Context: an optimization exercise on an open-source flow, tuned for small area, a short achievable clock period and few clock cycles per item. The choices shown serve that exercise and are no tape-out recipe. Function was checked by simulation only, so behaviour that the tests miss may differ from the original. Power and IR drop assume default switching activity.

== 05-03 ==
==> flow/design.v (excerpt) <==
module hdrs_enc (
    input  wire        clk,
    input  wire        rst,
    input  wire        cmd_valid,
    output wire        cmd_ready,
    input  wire        cmd_op,         
    input  wire        cmd_crc_init,   
    input  wire [4:0]  cmd_nsym,
    input  wire [2:0]  cmd_t4,
    input  wire [6:0]  cmd_t8,
    input  wire        sym_valid,
    output wire        sym_ready,
    input  wire [31:0] sym_data,
    output wire        out_valid,
    input  wire        out_ready,
    output wire [7:0]  out_data,
    output wire        done,
    output wire        done_err,
    output wire [4:0]  done_count,
    output wire [6:0]  done_bytes,
    output wire [31:0] done_crc
);
Size: about 110 I/O pins, roughly 47000 sq um of cells after synthesis.
clock: 9.0 ns
lec_check: 0
abc_clock_period_in_ps: 4500
cap_margin: 20
core_margin: 2
core_utilization: 65
place_density: 0.75
setup_slack_margin: 4.5
slew_margin: 20
tns_end_percent: 20
run.sh (not shown) runs the stock make flow with config.mk's settings and CLKGATE_MAP_FILE= SYNTH_SCRIPT=/design/flow/synth_recipe.tcl, a recipe that flattens the netlist after the stock synthesis.
Testbench counts of 05-03, summed over its fixed seeds: cycles 14,036, symbols 9,235.
diff inputs: 05-03 => 01-12
--- a/flow/config.mk
+++ b/flow/config.mk
@@ -8 +8 @@
-export ABC_CLOCK_PERIOD_IN_PS = 4500
+export ABC_CLOCK_PERIOD_IN_PS = 4000
@@ -13 +13 @@
-export SETUP_SLACK_MARGIN = 4.5
+export SETUP_SLACK_MARGIN = 5
Results
01-12 does better than 05-03 on slack of the worst reg-to-reg path. 01-12 has more setup slack than 05-03. In 01-12 the number of global-route vias before repair turned out 445 higher than in 05-03. Total power consumption of the routed design up about 0.33% in 01-12 wrt 05-03. Between 05-03 and 01-12, wire length of the first global-routing pass is higher for 01-12, 05-03 comes in under that. As of 01-12, detailed-route vias per instance had risen slightly compared to 05-03. Run comparison: 01-12 master of the slowest instance on the critical path or4_4; 05-03 master of the slowest instance on the critical path edfxtp_1.

== run A ==
Another version of the RTL of hdrs_enc (not shown whole).
Size in the first run: about 4500 cells after synthesis, roughly 980 flip-flops, roughly 110 I/O pins.
==> flow/config.mk <==
export PLATFORM = sky130hd
export DESIGN_NAME = hdrs_enc
export DESIGN_NICKNAME = hdrs_enc
export VERILOG_FILES = /design/flow/design.v
export SDC_FILE = /design/flow/constraint.sdc
export NUM_CORES = 4
export LEC_CHECK = 0
export CAP_MARGIN = 0
export CORE_MARGIN = 2
export CORE_UTILIZATION = 65
export PLACE_DENSITY = 0.75
export SETUP_SLACK_MARGIN = 5
export SLEW_MARGIN = 0
export TNS_END_PERCENT = 5
==> flow/constraint.sdc <==
create_clock -name core_clock -period 9.0 [get_ports {clk}]
set_input_delay 1.8000 -clock core_clock [delete_from_list [all_inputs] [get_ports {clk}]]
set_output_delay 1.8000 -clock core_clock [all_outputs]
set_load 0.01 [all_outputs]
standard.sh (not shown) runs the stock make flow with config.mk's settings and CLKGATE_MAP_FILE= SYNTH_SCRIPT=/design/flow/synth_recipe.tcl, a recipe that flattens the netlist after the stock synthesis.
==> flow/flow/run.sh <==
#!/bin/bash
# The standard layout, with adders left to ABC as plain gates instead of mapped to
# the platform's full/half adder cells (ADDER_MAP_FILE empty). Synthesis is otherwise
# the standard one, so the registers are the standard synthesis's.
set -euo pipefail
bash standard.sh ADDER_MAP_FILE= finish > standard.log 2>&1
Testbench counts of run A, summed over its fixed seeds: cycles 13,589, symbols 9,235.
> inputs changed (run A -> run B)
# run A
export LEC_CHECK = 0
export CAP_MARGIN = 0
export CORE_MARGIN = 2
export CORE_UTILIZATION = 65
export PLACE_DENSITY = 0.75
export SETUP_SLACK_MARGIN = 5
export SLEW_MARGIN = 0
export TNS_END_PERCENT = 5
create_clock -name core_clock -period 9.0 [get_ports {clk}]
# run B
export LEC_CHECK = 0
export ABC_CLOCK_PERIOD_IN_PS = 4000
export CAP_MARGIN = 20
export CORE_MARGIN = 2
export CORE_UTILIZATION = 75
export PLACE_DENSITY = 0.85
export SETUP_SLACK_MARGIN = 5
export SLEW_MARGIN = 20
export TNS_END_PERCENT = 20
create_clock -name core_clock -period 9.0 [get_ports {clk}]
Findings:
- Final net count delta (run A -> run B): insignificant
- Diff run A and run B: multi-input combinational cell area lower in run A
- Compare run A and run B | minimum setup slack in the final design higher: run A
- Going from run A to run B, wire length of the first global-routing pass +5.1%; leakage power ~0 delta; detailed-route wire length +8.3%.
- Compared with run A, run B supports a lower clock frequency.
- Diff run A and run B: clock-buffer cell count lower in run B
- Capture point of the critical path = e_i[3]$_SDFFCE_PP0P_: run B; capture point of the critical path = ring[12][40]$_DFFE_PN_: run A
- Compared with run A, in run B final instance area up 210 µm², overall power of the completed layout up about 1.4%.
What run C does differently from run B at the input level:
# run B
export LEC_CHECK = 0
export ABC_CLOCK_PERIOD_IN_PS = 4000
export CAP_MARGIN = 20
export CORE_MARGIN = 2
export CORE_UTILIZATION = 75
export PLACE_DENSITY = 0.85
export SETUP_SLACK_MARGIN = 5
export SLEW_MARGIN = 20
export TNS_END_PERCENT = 20
create_clock -name core_clock -period 9.0 [get_ports {clk}]
# run C
export LEC_CHECK = 0
export ABC_CLOCK_PERIOD_IN_PS = 4000
export CAP_MARGIN = 20
export CORE_MARGIN = 2
export CORE_UTILIZATION = 65
export PLACE_DENSITY = 0.75
export SETUP_SLACK_MARGIN = 5
export SLEW_MARGIN = 20
export TNS_END_PERCENT = 20
create_clock -name core_clock -period 9.0 [get_ports {clk}]
Findings:
Going from run B to run C, worst setup slack now sits higher; die extent in x has increased; area of the multi-input gates fell by 74 µm²; tightest hold margin up 12 ps. The end point of the critical path comes out ring[7][40]$_DFFE_PN_ in one run and e_i[3]$_SDFFCE_PP0P_ in the other, namely in run C and run B respectively. Max area of the core region across run B and run C: run C. Worst setup timing slack at the placement stage was higher in run C than in run B. Routed wire length on run C is down relative to run B. Core utilization | run C below run B. Comparing run B and run C, the higher post-cts repair resize count was measured on run B. Relative to run B, the design area measured on run C has increased slightly.

port drivers added, routing unchanged:
In the flow no input, the clock included, has a driving cell. The finished layouts below were timed again as built, in two steps. Step 1 assumes that a clkbuf_16 drives the clock port and a buf_2 every other input. Step 2, shift: input delay + t, output delay - t, t = (earliest + latest rising clock arrival at the registers) / 2. This alone moves slack from input paths to output paths. Slacks: ideal / step 1 / step 2; pairs: ideal / step 1.
| run | t, ns | setup WS [ns] | worst hold slack (ns) | latest minus earliest clock arrival (ns) | pins driven straight from the clock port |
|---|---|---|---|---|---|
| 05-03 | 0.729 | 4.538 / 4.538 / 4.184 | 0.390 / 0.390 / 0.390 | 0.044 / 0.044 | 1 |
| 01-12 | 0.732 | 4.982 / 4.982 / 4.388 | 0.390 / 0.390 / 0.390 | 0.043 / 0.044 | 1 |
| run A | 0.724 | 5.018 / 5.018 / 4.434 | 0.418 / 0.418 / 0.418 | 0.028 / 0.028 | 1 |
| run B | 0.728 | 4.925 / 4.925 / 4.484 | 0.403 / 0.403 / 0.403 | 0.041 / 0.041 | 1 |
| run C | 0.734 | 5.040 / 5.040 / 4.457 | 0.415 / 0.415 / 0.415 | 0.036 / 0.035 | 1 |
After both steps every run listed still meets setup and hold. The setup slack of 01-12, which loses most, moves by 0.000 ns with the drivers and by -0.594 ns with both steps.
